This design comes from an exercise in tuning for small area, a short achievable clock period and few clock cycles on the open sky130 flow, not from production work.
Where RTL was checked, it was by simulation tests only, not by an equivalence proof against the original.
No functional check of the RTL was part of runs 1 and 2.
No activity file was given, so power comes from the tool's default toggle rates.

<file path="design/flow/config.mk">
export PLATFORM = sky130hd
export DESIGN_NAME = pov_core
export DESIGN_NICKNAME = pov_core
export VERILOG_FILES = /design/flow/design.v
export SDC_FILE = /design/flow/constraint.sdc
export NUM_CORES = 4
export LEC_CHECK = 0
export ABC_CLOCK_PERIOD_IN_PS = 2500
export CAP_MARGIN = 20
export CORE_MARGIN = 2
export CORE_UTILIZATION = 40
export PLACE_DENSITY = 0.6
export SETUP_SLACK_MARGIN = 4
export SLEW_MARGIN = 20
</file>
<file path="design/flow/constraint.sdc">
create_clock -name core_clock -period 6.5 [get_ports {clk}]
set_input_delay 1.3000 -clock core_clock [delete_from_list [all_inputs] [get_ports {clk}]]
set_output_delay 1.3000 -clock core_clock [all_outputs]
set_load 0.01 [all_outputs]
</file>
<file path="design/flow/design.v">
module pov_core (
    input  wire        clk,
    input  wire        rst,           
    input  wire        cmd_valid,
    input  wire [39:0] cmd_word,
    output reg         cmd_ready,
    output reg         resp_valid,
    output wire [7:0]  resp_code,
    input  wire        tick_valid,
    output reg         tick_ready,
    output reg         led_data,
    output reg         led_clk,
    output reg         led_latch,
    output wire        led_oe,
    output reg  [3:0]  coil,
    output reg  [31:0] step_delay_ms,
    output reg         timer_armed
);
    assign led_oe = 1'b0;
    reg [127:0] ring;           
    reg [3:0]   rot;
    reg         clr;            
    reg [3:0]   write_end, read_front, read_back;
    reg [4:0]   pixel_step;     
    reg [4:0]   highlighted;
    reg         underrun, dneg;
    reg [2:0]   phase_index;
    reg [3:0]   fsh;            
    reg [3:0]   bsh;            
    wire        halted = ~timer_armed;
    reg         busy;
    reg [3:0]   cyc;
    reg [6:0]   sh;
    reg         cw;             
    reg [3:0]   cnext;          
    reg         d_push, d_dir, d_hl, d_hlsat, d_sat, d_zero, d_div, d_shut;
    reg         d_c7, d_c0;
    reg         rc7, rc1, rc0;
    assign resp_code = {rc7, 5'b00000, rc1, rc0};
    reg [24:0]  dm;
    reg [24:0]  dr;
    reg [2:0]   dj;             
    reg         dneg_r;         
    reg         dcy;            
    reg         dtop;           
    reg [5:0]   dcnt;           
    reg         drun;
    wire cmd_acc  = cmd_valid & cmd_ready;
    wire tick_acc = tick_valid & tick_ready;
    wire tick_go  = tick_acc & ~halted;
    wire c14 = busy & (cyc == 4'd14);
    wire c15 = busy & (cyc == 4'd15);
    wire       front_on = (pixel_step <= highlighted);
    wire [4:0] back_step = (pixel_step >= 5'd3) ? pixel_step - 5'd3 : pixel_step + 5'd23;
    wire       back_on  = (back_step <= highlighted);
    wire [3:0] fb = front_on ? fsh : 4'd0;
    wire [3:0] bb = back_on  ? bsh : 4'd0;
    wire [7:0] frame = {bb[3], fb[3], bb[2], fb[2], bb[1], fb[1], bb[0], fb[0]};
    wire       pwrap  = (pixel_step == 5'd25);
    wire       f_eq_w = (read_front == write_end);
    wire       fadv   = pwrap & ~f_eq_w;
    wire       ur_n   = underrun | (pwrap & f_eq_w);
    wire       badv   = (pixel_step == 5'd2) & ~ur_n;
    reg [3:0] phase_pattern;
    always @(*) begin
        case (phase_index)
            3'd0: phase_pattern = 4'b0001;
            3'd1: phase_pattern = 4'b0011;
            3'd2: phase_pattern = 4'b0010;
            3'd3: phase_pattern = 4'b0110;
            3'd4: phase_pattern = 4'b0100;
            3'd5: phase_pattern = 4'b1100;
            3'd6: phase_pattern = 4'b1000;
            default: phase_pattern = 4'b1001;
        endcase
    end
    wire [7:0]  op  = cmd_word[39:32];
    wire [31:0] arg = cmd_word[31:0];
    wire [7:0]  sp_e = arg[30:23];
    wire        op1 = (op == 8'h01);
    wire        sp_ok = ~arg[31] & (sp_e != 8'hFF) & (arg[30:0] != 31'd0);
    wire        sp_sat = (sp_e < 8'd98) | ((sp_e == 8'd98) & (arg[22:0] <= 23'h6A6000));
    wire        sp_zero = (sp_e > 8'd130);
    wire        bad = (op1 & (arg[31:8] != 24'd0)) |
                      ((op == 8'h02) & (arg[31:1] != 31'd0)) |
                      ((op == 8'h04) & ~sp_ok) |
                      ((op == 8'h05) & (arg != 32'd0));
    wire        illegal = (op == 8'h00) | (op > 8'h05);
    wire full    = (write_end == read_front + 4'd14);
    wire live    = cmd_acc & ~halted;
    wire push_ok = live & d_push & ~full;
    wire div_go  = live & d_div;
    wire d0      = (dj == 3'd0);
    wire d4      = (dj == 3'd4);
    wire dlast   = drun & d4 & (dcnt == 6'd2);
    wire [4:0]  da   = {dr[3:0], dtop & ~d0};
    wire [4:0]  db   = dneg_r ? dm[4:0] : ~dm[4:0];
    wire [5:0]  dsum = {1'b0, da} + {1'b0, db} + {5'd0, d0 ? ~dneg_r : dcy};
    wire [7:0] p15d = push_ok ? arg[7:0] : (clr ? 8'd0 : ring[7:0]);
    wire       fcap = (tick_go & fadv) ? (rot == read_front + 4'd1) : (rot == read_front);
    wire       bcap = (tick_go & badv) ? (rot == read_back + 4'd1)  : (rot == read_back);
    wire div_busy_n = div_go | (drun & ~dlast);
    wire idle_n     = (~busy | c15) & ~tick_go;
    wire cmd_rdy_n  = cmd_valid & ~cmd_acc & ~div_busy_n &
                      (op1 ? (rot + 4'd1 == write_end) : ~c14);
    wire tick_rdy_n = (c14 | idle_n) & ~cmd_rdy_n;
    always @(posedge clk) begin
        ring <= {p15d, ring[127:8]};
        dr   <= div_go ? 25'h0753000 : {dsum[4:0], dr[24:5]};
        dm   <= div_go ? {2'b01, arg[22:0]} : {dm[4:0], dm[24:5]};
        dj   <= (div_go | d4) ? 3'd0 : dj + 3'd1;
        dcy  <= dsum[5];
        dtop <= dr[4];
        if (div_go)
            dneg_r <= 1'b0;
        else if (d4)
            dneg_r <= dsum[4];
        if (div_go)
            dcnt <= arg[28:23];
        else if (d4)
            dcnt <= dcnt + 6'd1;
        {d_push, d_dir, d_hl, d_hlsat, d_sat, d_zero, d_div, d_shut} <=
            {op1 & ~bad, (op == 8'h02) & ~bad, (op == 8'h03), (arg > 32'd26),
             (op == 8'h04) & sp_ok & sp_sat, (op == 8'h04) & sp_ok & sp_zero,
             (op == 8'h04) & sp_ok & ~sp_sat & ~sp_zero, (op == 8'h05) & ~bad};
        {d_c7, d_c0} <= {bad | illegal, bad};
        if (tick_go)
            cw <= ~ur_n;
        if (c15)
            cnext <= cw ? phase_pattern : coil;
        if (tick_go)
            sh <= frame[6:0];
        else if (busy & cyc[0])
            sh <= {sh[5:0], 1'b0};
        if (rst) begin
            rot           <= 4'd0;
            clr           <= 1'b1;
            write_end     <= 4'd0;
            read_front    <= 4'd0;
            read_back     <= 4'd15;
            pixel_step    <= 5'd0;
            highlighted   <= 5'd0;
            underrun      <= 1'b0;
            dneg          <= 1'b0;
            phase_index   <= 3'd0;
            fsh           <= 4'd0;
            bsh           <= 4'd0;
            timer_armed   <= 1'b1;
            step_delay_ms <= 32'd0;
            busy          <= 1'b0;
            cyc           <= 4'd0;
            led_data      <= 1'b0;
            led_clk       <= 1'b0;
            led_latch     <= 1'b0;
            coil          <= 4'd0;
            cmd_ready     <= 1'b0;
            tick_ready    <= 1'b0;
            resp_valid    <= 1'b0;
            {rc7, rc1, rc0} <= 3'b000;
            drun          <= 1'b0;
        end else begin
            rot <= rot + 4'd1;
            if (rot == 4'd15)
                clr <= 1'b0;
            cmd_ready  <= cmd_rdy_n;
            tick_ready <= tick_rdy_n;
            if (fcap) fsh <= {p15d[6], p15d[4], p15d[2], p15d[0]};
            if (bcap) bsh <= {p15d[7], p15d[5], p15d[3], p15d[1]};
            resp_valid <= (cmd_acc & ~div_go) | dlast;
            if (cmd_acc) begin
                if (halted)
                    {rc7, rc1, rc0} <= 3'b110;
                else if (d_push & full)
                    {rc7, rc1, rc0} <= 3'b001;
                else
                    {rc7, rc1, rc0} <= {d_c7, 1'b0, d_c0};
            end
            if (push_ok) begin
                write_end <= write_end + 4'd1;
                underrun  <= 1'b0;
            end
            if (live & d_dir)
                dneg <= arg[0];
            if (live & d_hl)
                highlighted <= d_hlsat ? 5'd26 : arg[4:0];
            if (live & d_shut)
                timer_armed <= 1'b0;
            if (live & d_sat)
                step_delay_ms <= 32'hFFFF_FFFF;
            else if (live & (d_zero | d_div))
                step_delay_ms <= 32'd0;
            else if (drun & d4)
                step_delay_ms <= {step_delay_ms[30:0], ~dsum[4]};
            if (div_go)
                drun <= 1'b1;
            else if (dlast)
                drun <= 1'b0;
            if (tick_go) begin
                phase_index <= dneg ? phase_index - 3'd1 : phase_index + 3'd1;
                pixel_step  <= pwrap ? 5'd0 : pixel_step + 5'd1;
                if (fadv)
                    read_front <= read_front + 4'd1;
                underrun <= ur_n;
                if (badv)
                    read_back <= read_back + 4'd1;
            end
            led_latch <= c15;
            if (tick_go) begin
                busy     <= 1'b1;
                cyc      <= 4'd0;
                led_clk  <= 1'b0;
                led_data <= frame[7];
            end else if (busy) begin
                cyc <= cyc + 4'd1;
                if (c15)
                    busy <= 1'b0;
                if (!cyc[0]) begin
                    led_clk <= 1'b1;
                end else begin
                    led_clk <= 1'b0;
                    if (!c15)
                        led_data <= sh[6];
                end
            end
            if (led_latch)
                coil <= cnext;
        end
    end
endmodule
</file>
<file path="design/flow/run.sh">
#!/bin/bash
# synth_recipe.tcl (not shown) runs the flow's synth.tcl, then flattens the netlist and writes it again
# the make line also repeats each setting of config.mk as NAME=value (left out here)
make -C /OpenROAD-flow-scripts/flow DESIGN_CONFIG=/design/flow/config.mk WORK_HOME=/design/flow/orfs CLKGATE_MAP_FILE= SYNTH_SCRIPT=/design/flow/synth_recipe.tcl finish
</file>
==> results of run 1 <==
## registers in the layout, summed over array words and instances (netlist names), 5 cells and up
| register | count |
|---|---|
| step_delay_ms | 32 |
| pixel_step | 5 |
| sh | 7 |
| ring | 128 |
| highlighted | 5 |
| dm | 25 |
| dcnt | 6 |
| dr | 25 |
## cell families (layout without fill, tap and decap cells)
| family | after synthesis | count (layout) | share of synthesized area (%) |
|---|---|---|---|
| other | 1 | 7 | 0.03570 |
| XOR/XNOR | 52 | 52 | 4.741 |
| AND/OR/NAND/NOR | 342 | 342 | 15.96 |
| AO/OA/AOI/OAI | 170 | 171 | 10.35 |
| adder cells (fa/ha/maj) | 38 | 38 | 4.669 |
| flip-flops | 303 | 303 | 59.46 |
| multiplexers | 13 | 13 | 1.263 |
| buffers and inverters | 80 | 191 | 3.514 |
## stage by stage
stage / utilization, % / cell area [um2] / worst slack, ps / cells
after floorplan: - / 10570 / 3765 / 1004
after global placement: 44.90 / 11630 / 2526 / 1378
after detailed placement: 44.90 / 11630 / 2496 / 1378
after CTS: 49.57 / 12840 / 4000 / 1450
after global routing: 49.75 / 12890 / 3949 / 1451
final: 49.76 / 12890 / 4014 / 1452
## final cells by class
cell class              instances  area (um2)
diodes                          1       2.502
clock buffers                  39       834.6
clock inverters                17       171.4
fillers                      2381       13020
inverters                      25       97.59
multi-input cells             622        4175
flip-flops and latches        303        6277
well taps                     335       419.2
repair buffers                109       909.6
repair inverters                1       5.005
## power by group through the flow
stage,combinational (W),clock [W],sequential [W]
6_report,0.000525,0.00171,0.00207
5_1_grt,0.000589,0.00183,0.00209
4_1_cts,0.000484,0.00176,0.00207
3_5_place_dp,0.000442,0,0.00211
3_3_place_gp,0.000436,0,0.00211
2_1_floorplan,0.000328,0,0.00208
## layout by cell type (no fill, tap or decap), types with 22 or more instances in the layout
cell type and n:
a22oi_1 32, a21oi_1 58, clkbuf_2 24, dfxtp_1 270, nor2_1 55, ha_1 34, inv_1 22, clkbuf_16 30
nand2_1 139, xor2_1 25
## worst max path at each step
| stage | startpoint | endpoint | slack (ps) | cells after the start |
|---|---|---|---|---|
| final | step_delay_ms[21] | step_delay_ms[21] | 4010 | 1 |
| after global routing | pixel_step[0] | sh[5] | 3950 | 11 |
| after CTS | step_delay_ms[23] | step_delay_ms[23] | 4000 | 1 |
| after detailed placement | tick_valid | bsh[3] | 2500 | 8 |
| after global placement | tick_valid | bsh[1] | 2530 | 8 |
| after floorplan | cmd_word[3] | d_shut | 3770 | 5 |
## metal layers
layer / GRT usage (%) / vias up
met5: 0 / -
met4: 5.028 / 2
met3: 2.669 / 40
met2: 24.48 / 121
met1: 22.29 / 3354
li1: - / 3590
## repair_timing
action | CTS | global route
gates resized for setup | 178 | 83
pin swaps | 11 | 20
buffers inserted | 14 | 1
cloned | 2 | 0
setup endpoints to repair | 190 | 70
==> flow_summary.ini, run 1 <==
[status]
outcome = no timing/DRC/antenna violations

[synth]
syn_area_per_cell_um2 = 10.51
synth_enable_flop_cells = 18
ys.warnings.count = 1
netlist_area_mm2 = 0.01050
ys_seq_area_share_pct = 59.46
ys.flop_type = dfxtp_1
synth_most_common_cell = dfxtp_1
synth_commonest_cells = 285 x dfxtp_1, 141 x nand2_1, 59 x a21oi_1
synthCells = 999
yosysTopAreaCell = dfxtp_1
synth_cell_types = 74
yosys-top-cells-area = dfxtp_1 54%, edfxtp_1 5.1%, nand2_1 5.0%, ha_1 4.3%, a21oi_1 2.8%
synth_top_area_share_pct = 54.32
ys_async_sr_fraction_pct = 0
ys_ff_latch = 303

[global_route]
grt_pass1_vias = 6827
antenna_found_initial = 2
grt-ovfl-total = 0
track_usage_pct = 15.71
grt_pass1_wl_um = 35740
grt_max_degree = 81

[clocking]
cts_hold_buf = 0
cts_inserted_buffers = 30
clock_path_buffers = 3
cts_root_buf = clkbuf_16
clkSinkCount = 303
tritoncts = built
cts.clk_slew.worst_paths_ps = 70
ctsHtreeMaxLevel = 1
clk_latency_ps = 560

[setup_path]
path_cells = clkdlybuf4s15_1
critPathBufInv = 1
crit_path_end_kind = output pin
critPathTopFamily = flip-flops
reg2regPathDepth = 6
criticalPathCategory = reg -> out
r2r_slack_ps = 4130
cp-start-kind = flip-flop
rr_endpoint = fsh[0]
slowest_delay_ps = 380
crit-reg2reg-launch = read_front[1]
worst_ep_required_time_ps = 5200
critPathSlowestCell = dfxtp_1
arrival_ps = 1190
crit_fanout = 3

[power]
power_frac_seq_pct = 48.1
p_clk_share_pct = 39.8
pwr-share-comb_pct = 12.2
peakVddDrop_mv = 0.2830
power_w = 0.004311
p_per_area_mw_per_mm2 = 334.3
p_int_w = 0.003275
swShare_pct = 24.03
leakage_nw = 5.148
p_switching_w = 0.001036

[layout]
nets = 1174
drive_above_1_share_pct = 16.85
syn2layout_area_growth_pct = 22.74

[sta]
worstMarginPinSlew_ps = 668.2
rsz0062_at_grt = true
setup_tns_ps = 0
holdWs_ps = 320.8
finalSetupViolCount = 0
hold_violations = 0
fin_skew_ps = 12.72
post-route-min-period_ps = 2486
max_freq_ghz = 0.4023
slew_headroom_pct = 55.30
fin_crit_sh_pct = 38.24
final_max_slew_viol_count = 0

[drt]
routed_wl_um = 22030
drt-met1-wl_um = 10690
drcViolationCount = 0
vias = 7107
drtAntennaViolNets = 0
highest_layer = met5
wl_met2_um = 9872
wire_per_inst_um = 15.17
viasPerCell = 4.895
drtIter0Drc = 386
drt_pass1_iterations = 4
wl_met3_um = 911

[worst_hold_path]
hp-class = reg -> reg
whs_path_depth = 0
holdPathEnd = ring[60]
hp-start = ring[68]

[floorplan]
dieArea_mm2 = 0.02757
dieHeight_um = 166.1
rows = 59
core-area_mm2 = 0.02591
die_w_um = 166.1
ioPinCount = 96
start_util_pct = 40.54

[run]
cap_violations = 0

[placement]
gp_congestion = 0.8460
post-dp-hpwl_um = 14400
port_buffers = 89
==> run 2: changes to the inputs <==
--- a/design/flow/config.mk
+++ b/design/flow/config.mk
@@ -5,7 +5,6 @@
 export SDC_FILE = /design/flow/constraint.sdc
 export NUM_CORES = 4
 export LEC_CHECK = 0
-export ABC_CLOCK_PERIOD_IN_PS = 2500
 export CAP_MARGIN = 20
 export CORE_MARGIN = 2
 export CORE_UTILIZATION = 40
==> flow_summary.ini, run 2 <==
[floorplan]
start_util_pct = 40.54
rows = 59
dieArea_mm2 = 0.02757
ioPinCount = 96
die_w_um = 166.1
core-area_mm2 = 0.02591
dieHeight_um = 166.1

[synth]
synth_top_area_share_pct = 54.32
yosysTopAreaCell = dfxtp_1
ys.flop_type = dfxtp_1
synth_commonest_cells = 285 x dfxtp_1, 141 x nand2_1, 59 x a21oi_1
synth_xor_area_share_pct = 4.741
syn_area_per_cell_um2 = 10.51
synth_top_family_by_area = simple AND/OR/NAND/NOR gates
netlist_area_mm2 = 0.01050
ys.warnings.count = 1
ys_ff_latch = 303
synth_mux_area_share_pct = 1.263
synth_most_common_cell = dfxtp_1
ys_seq_area_share_pct = 59.46
synth_fa_ha_area_share_pct = 4.669
synthCells = 999
ys_async_sr_fraction_pct = 0
synthSimpleGateAreaFrac_pct = 15.96
synth_enable_flop_cells = 18
synth_compound_area_share_pct = 10.35
yosys-top-cells-area = dfxtp_1 54%, edfxtp_1 5.1%, nand2_1 5.0%, ha_1 4.3%, a21oi_1 2.8%
synth_cell_types = 74

[setup_path]
path_depth = 1
cp-start-kind = flip-flop
r2r_slack_ps = 4130
criticalPathCategory = reg -> out
critPathSlowestCell = dfxtp_1
critPathTopFamily = flip-flops
crit-reg2reg-launch = read_front[1]
crit_fanout = 3
worst_ep_required_time_ps = 5200
reg2regPathDepth = 6
critPathBufInv = 1
crit_path_end_kind = output pin
slowest_delay_ps = 380
rr_endpoint = fsh[0]
arrival_ps = 1190
path_cells = clkdlybuf4s15_1

[drt]
drt_pass1_iterations = 4
routed_wl_um = 22030
drtAntennaViolNets = 0
drcViolationCount = 0
vias = 7107
wire_per_inst_um = 15.17
drtIter0Drc = 386
viasPerCell = 4.895

[clocking]
clkSinkCount = 303
cts.clk_slew.worst_paths_ps = 70
cts_inserted_buffers = 30
ctsHtreeMaxLevel = 1
clk_latency_ps = 560
tritoncts = built
cts_root_buf = clkbuf_16
clock_path_buffers = 3
cts_hold_buf = 0

[layout]
drive_above_1_share_pct = 16.85
syn2layout_area_growth_pct = 22.74
largest_reg_flops = 128
largestRegisters = ring: 128 flops, step_delay_ms: 32 flops
nets = 1174
layout_common_cells = 270 x dfxtp_1, 139 x nand2_1, 58 x a21oi_1
top_register = ring
nFillCells = 2381
final_common_cell = dfxtp_1

[power]
p_per_area_mw_per_mm2 = 334.3
leakage_nw = 5.148
peakVddDrop_mv = 0.2830

[sta]
hold_violations = 0
rsz0062_at_grt = true
worstMarginPinSlew_ps = 668.2
slew_headroom_pct = 55.30
final_max_slew_viol_count = 0
max_freq_ghz = 0.4023
post-route-min-period_ps = 2486
setup_tns_ps = 0
fin_skew_ps = 12.72
fin_crit_sh_pct = 38.24
holdWs_ps = 320.8
finalSetupViolCount = 0

[worst_hold_path]
holdPathEnd = ring[60]
hp-class = reg -> reg
hp-start = ring[68]
whs_path_depth = 0

[global_route]
track_usage_pct = 15.71
grt_pass1_vias = 6827
grt_max_degree = 81
grt_pass1_wl_um = 35740
antenna_found_initial = 2
grt-ovfl-total = 0

[placement]
post-dp-hpwl_um = 14400
gp_congestion = 0.8460
port_buffers = 89

[status]
outcome = no timing/DRC/antenna violations

[run]
cap_violations = 0
## run 2: cell counts in the layout (fill, tap and decap cells not counted)
Identical to the previous run, type by type.
## run 2: cell families after synthesis
| logic type | Yosys count |
|---|---|
| XOR/XNOR | 52 |
| AO/OA/AOI/OAI | 170 |
| multiplexers | 13 |
| adder cells (fa/ha/maj) | 38 |
| AND/OR/NAND/NOR | 342 |
| buffers and inverters | 80 |
| flip-flops | 303 |
| other | 1 |
## run 2: metrics by stage
step	total power, W	utilization, %	instances	setup slack, ps	instance area, um2
after detailed placement	0.002553	44.90	1378	2496	11630
after floorplan	0.002411	-	1004	3765	10570
after global placement	0.002546	44.90	1378	2526	11630
final	0.004311	49.76	1452	4014	12890
after CTS	0.004313	49.57	1450	4000	12840
after global routing	0.004505	49.75	1451	3949	12890
## run 2: what timing repair did
action / 4_1_cts / 5_1_grt
setup buffers: 14 / 1
endpoints found under the setup margin: 190 / 70
gates resized for setup: 178 / 83
gates cloned: 2 / 0
pin swaps: 11 / 20
## run 2: worst max path at each step
stage | from | to | slack, ps
after global routing | pixel_step[0] | sh[5] | 3950
after CTS | step_delay_ms[23] | step_delay_ms[23] | 4000
after global placement | tick_valid | bsh[1] | 2530
after detailed placement | tick_valid | bsh[3] | 2500
after floorplan | cmd_word[3] | d_shut | 3770
final | step_delay_ms[21] | step_delay_ms[21] | 4010
## run 2: layer usage
layer  part of all wire (%)  GRT usage [%]
met5                  0.059              0
met1                     48          22.29
met3                    4.1          2.669
met2                     45          24.48
met4                    2.5          5.028
## run 2: where the power goes
group / switching [W] / internal (W) / leakage, nW
combinational: 0.000253 / 0.000272 / 2.18
clock: 0.000722 / 0.000993 / 0.487
sequential: 0.0000613 / 0.00201 / 2.48
## run 2: final cells by class
| type | instances | area (um2) | share of cell area (%) |
|---|---|---|---|
| sequential | 303 | 6277 | 48.69 |
| multi-input combinational | 622 | 4175 | 32.39 |
| timing repair buffer | 109 | 909.6 | 7.055 |
| clock buffer | 39 | 834.6 | 6.473 |
| tap | 335 | 419.2 | 3.251 |
| clock inverter | 17 | 171.4 | 1.330 |
| inverter | 25 | 97.59 | 0.7570 |
| timing repair inverter | 1 | 5.005 | 0.03882 |
| antenna | 1 | 2.502 | 0.01941 |
==> run 3: changes to the inputs <==
--- a/design/flow/design.v
+++ b/design/flow/design.v
@@ -37,13 +37,9 @@
     reg         d_c7, d_c0;
     reg         rc7, rc1, rc0;
     assign resp_code = {rc7, 5'b00000, rc1, rc0};
-    reg [24:0]  dm;
-    reg [24:0]  dr;
-    reg [2:0]   dj;             
-    reg         dneg_r;         
-    reg         dcy;            
-    reg         dtop;           
-    reg [5:0]   dcnt;           
+    reg [22:0]  dm;             
+    reg [23:0]  dr;             
+    reg [5:0]   dcnt;
     reg         drun;
     wire cmd_acc  = cmd_valid & cmd_ready;
     wire tick_acc = tick_valid & tick_ready;
@@ -90,12 +86,10 @@
     wire live    = cmd_acc & ~halted;
     wire push_ok = live & d_push & ~full;
     wire div_go  = live & d_div;
-    wire d0      = (dj == 3'd0);
-    wire d4      = (dj == 3'd4);
-    wire dlast   = drun & d4 & (dcnt == 6'd2);
-    wire [4:0]  da   = {dr[3:0], dtop & ~d0};
-    wire [4:0]  db   = dneg_r ? dm[4:0] : ~dm[4:0];
-    wire [5:0]  dsum = {1'b0, da} + {1'b0, db} + {5'd0, d0 ? ~dneg_r : dcy};
+    wire dlast   = drun & (dcnt == 6'd2);
+    wire [24:0] dt   = {dr, 1'b0};
+    wire [24:0] dsub = dt - {2'b01, dm};
+    wire        dgeq = ~dsub[24];
     wire [7:0] p15d = push_ok ? arg[7:0] : (clr ? 8'd0 : ring[7:0]);
     wire       fcap = (tick_go & fadv) ? (rot == read_front + 4'd1) : (rot == read_front);
     wire       bcap = (tick_go & badv) ? (rot == read_back + 4'd1)  : (rot == read_back);
@@ -106,19 +100,10 @@
     wire tick_rdy_n = (c14 | idle_n) & ~cmd_rdy_n;
     always @(posedge clk) begin
         ring <= {p15d, ring[127:8]};
-        dr   <= div_go ? 25'h0753000 : {dsum[4:0], dr[24:5]};
-        dm   <= div_go ? {2'b01, arg[22:0]} : {dm[4:0], dm[24:5]};
-        dj   <= (div_go | d4) ? 3'd0 : dj + 3'd1;
-        dcy  <= dsum[5];
-        dtop <= dr[4];
+        dr   <= div_go ? 24'h753000 : (dgeq ? dsub[23:0] : dt[23:0]);
+        dcnt <= div_go ? arg[28:23] : dcnt + 6'd1;
         if (div_go)
-            dneg_r <= 1'b0;
-        else if (d4)
-            dneg_r <= dsum[4];
-        if (div_go)
-            dcnt <= arg[28:23];
-        else if (d4)
-            dcnt <= dcnt + 6'd1;
+            dm <= arg[22:0];
         {d_push, d_dir, d_hl, d_hlsat, d_sat, d_zero, d_div, d_shut} <=
             {op1 & ~bad, (op == 8'h02) & ~bad, (op == 8'h03), (arg > 32'd26),
              (op == 8'h04) & sp_ok & sp_sat, (op == 8'h04) & sp_ok & sp_zero,
@@ -189,8 +174,8 @@
                 step_delay_ms <= 32'hFFFF_FFFF;
             else if (live & (d_zero | d_div))
                 step_delay_ms <= 32'd0;
-            else if (drun & d4)
-                step_delay_ms <= {step_delay_ms[30:0], ~dsum[4]};
+            else if (drun)
+                step_delay_ms <= {step_delay_ms[30:0], dgeq};
             if (div_go)
                 drun <= 1'b1;
             else if (dlast)
--- a/design/flow/config.mk
+++ b/design/flow/config.mk
@@ -9,5 +9,4 @@
 export CORE_MARGIN = 2
 export CORE_UTILIZATION = 40
 export PLACE_DENSITY = 0.6
-export SETUP_SLACK_MARGIN = 4
 export SLEW_MARGIN = 20
==> flow_summary.ini, run 3 <==
[floorplan]
dieHeight_um = 170.8
die_w_um = 170.8
ioPinCount = 96
rows = 61
core-area_mm2 = 0.02763
start_util_pct = 40.30
dieArea_mm2 = 0.02919

[sta]
fin_crit_sh_pct = 59.18
max_freq_ghz = 0.2600
worstMarginPinSlew_ps = 894.3
slew_headroom_pct = 40.38
post-route-min-period_ps = 3847
fin_skew_ps = 9.439
final_max_slew_viol_count = 0
layout_setup_ws_ps = 2653
finalSetupViolCount = 0
rsz0062_at_grt = false
hold_violations = 0
setup_tns_ps = 0

[clocking]
tritoncts = built
cts_inserted_buffers = 31
cts_resized = 0
cts.clk_slew.worst_paths_ps = 60
ctsHtreeMaxLevel = 1
cts_hold_buf = 0
clk_latency_ps = 560
postCtsSetupRepairBufs = 0
clkSinkCount = 294
clock_path_buffers = 3
cts_root_buf = clkbuf_16

[drt]
routed_wl_um = 22290
wl_met2_um = 10130
drtIter0Drc = 432
drt-met1-wl_um = 10560
vias = 7700
wl_met3_um = 1056
wire_per_inst_um = 14.32
drtAntennaViolNets = 0
viasPerCell = 4.949
drcViolationCount = 0
drt_pass1_iterations = 5
highest_layer = met4

[synth]
synth_commonest_cells = 259 x dfxtp_1, 98 x nor2_1, 89 x a21oi_1
synthCells = 1075
ys_seq_area_share_pct = 56.01
synth_most_common_cell = dfxtp_1
ys.flop_type = dfxtp_1
ys_async_sr_fraction_pct = 0
synth_enable_flop_cells = 35
ys.warnings.count = 1
yosysTopAreaCell = dfxtp_1
synth_cell_types = 69
syn_area_per_cell_um2 = 10.36
synth_top_area_share_pct = 46.57
ys_ff_latch = 294
yosys-top-cells-area = dfxtp_1 47%, edfxtp_1 9.4%, ha_1 5.8%, a21oi_1 4.0%, nor2_1 3.3%
netlist_area_mm2 = 0.01113

[run]
cap_violations = 0

[setup_path]
critPathSlowestCell = inv_1
slowest_delay_ps = 600
crit-reg2reg-launch = timer_armed
crit_path_end_kind = flip-flop
criticalPathCategory = in -> reg
crit_fanout = 17
crit_top_cell = xor2_1
rr_endpoint = bsh[3]
path_cells = clkdlybuf4s50_1 -> nand3_1 -> inv_1 -> and4_1 -> nand4_1 -> xor2_1 -> xor2_1 -> nand4b_2 -> mux2i_1 -> nor2_1
r2r_slack_ps = 3400
critPathTopFamily = simple AND/OR/NAND/NOR gates
reg2regPathDepth = 9
worst_ep_required_time_ps = 6920
path_depth = 10
critPathBufInv = 2
cp-start-kind = input pin
arrival_ps = 4270

[worst_hold_path]
holdPathEnd = ring[76]
hp-class = reg -> reg
whs_path_depth = 0
hp-start = ring[84]

[layout]
final_util_pct = 48.21
layout_common_cells = 259 x dfxtp_1, 98 x nor2_1, 88 x clkdlybuf4s50_1
largest_reg_flops = 128
syn2layout_area_growth_pct = 19.62
nets = 1250
final_area_mm2 = 0.01332
final_common_cell = dfxtp_1
drive_above_1_share_pct = 5.777
largestRegisters = ring: 128 flops, step_delay_ms: 32 flops, dr: 24 flops
top_register = ring

[placement]
gp_congestion = 0.8351
placed_area_mm2 = 0.01232
post-dp-hpwl_um = 15540
place_ws_ps = 2051
port_buffers = 89

[global_route]
grt_pass1_wl_um = 35720
grt_max_degree = 90
track_usage_pct = 15.03
antenna_found_initial = 0
grt_pass1_vias = 7072
grt-ovfl-total = 0

[power]
peakVddDrop_mv = 0.2755
leakage_nw = 5.215
p_per_area_mw_per_mm2 = 360.6
power_w = 0.004803

[status]
outcome = no timing/DRC/antenna violations
run 3: changes by cell type after synthesis, sizes merged, moves of 6 or more:
cell / delta
edfxtp: +17
a21oi: +29
a22o: +7
and2: -19
mux2i: +15
nand2: -76
nand3: +7
inv: +25
o21ai: +7
xor2: +6
ha: +16
dfxtp: -26
nor2: +39
run 3: cells by family after synthesis:
kind of cell / count (synthesis) / share of synthesized area [%]
AO/OA/AOI/OAI: 245 / 14.16
XOR/XNOR: 59 / 4.641
adder cells (fa/ha/maj): 53 / 6.023
buffers and inverters: 104 / 3.843
flip-flops: 294 / 56.01
multiplexers: 27 / 2.438
other: 1 / 0.03368
AND/OR/NAND/NOR: 292 / 12.86
run 3: metal layers:
layer  vias up  track usage [%]
met3        39            2.683
met1      3601            20.08
met2       140            24.91
li1       3920                -
met4         0            4.458
met5         -                0
run 3: worst register-to-register path, cell delays in order, from the launching register on:
cell and delay [ps]:
dfxtp_1 420, nand3_1 470, inv_1 610, and4_1 430, nand4_1 150, xor2_1 220
xor2_1 210, nand4b_2 210, mux2i_1 210, nor2_1 50
run 3: per-stage QoR:
stage	instances	hold slack (ps)
2_1_floorplan	1080	309.6
3_3_place_gp	1498	309.9
3_5_place_dp	1498	312.1
4_1_cts	1555	325.0
5_1_grt	1555	328.6
6_report	1556	321.4
run 3: worst max-delay path by stage:
stage | start | end | slack, ps
3_3_place_gp | tick_valid | bsh[3] | 2110
5_1_grt | tick_valid | bsh[1] | 2340
3_5_place_dp | tick_valid | bsh[3] | 2050
4_1_cts | tick_valid | bsh[3] | 2640
6_report | tick_valid | bsh[3] | 2650
2_1_floorplan | cmd_valid | dm[0] | 3080
run 3: layout make-up:
cell class	count	area, um2
multi-input cells	682	4499
diodes	1	2.502
inverters	50	187.7
fillers	2564	14310
clock inverters	11	105.1
clock buffers	46	892.1
repair buffers	94	923.4
well taps	378	473.0
flip-flops and latches	294	6236
run 3: power breakdown:
| group | switching (W) | total, W | internal (W) |
|---|---|---|---|
| sequential | 0.0000685 | 0.00202 | 0.00195 |
| combinational | 0.000604 | 0.00108 | 0.000480 |
| clock | 0.000707 | 0.00170 | 0.000992 |
| total | 0.00138 | 0.00480 | 0.00342 |
Testbench counts of run 3, summed over its fixed seeds: cycles 61,630.

==> what the ideal ports hide <==
Ports are ideal in the flow. The routed layouts listed here were re-timed in OpenROAD. Step 1, drivers: a clkbuf_16 drives clk and a buf_2 each remaining input, both assumed. Step 2, shift: input delay + t, output delay - t, t = (earliest + latest rising clock arrival at the registers) / 2. This alone moves slack from input paths to output paths. a / b / c = no drivers / after step 1 / after step 2; a / b = the first two.
run	t (ns)	slack for setup (ns)	worst setup path after step 2	latest minus earliest clock arrival (ns)
run 1	0.595	4.014 / 3.968 / 3.456	input to register	0.015 / 0.015
run 2	0.595	4.014 / 3.968 / 3.456	input to register	0.015 / 0.015
run 3	0.607	2.653 / 2.678 / 2.071	input to register	0.011 / 0.010
After both steps every run listed still meets setup and hold. The setup slack of run 3, which loses most, moves by +0.025 ns with the drivers and by -0.582 ns with both steps.
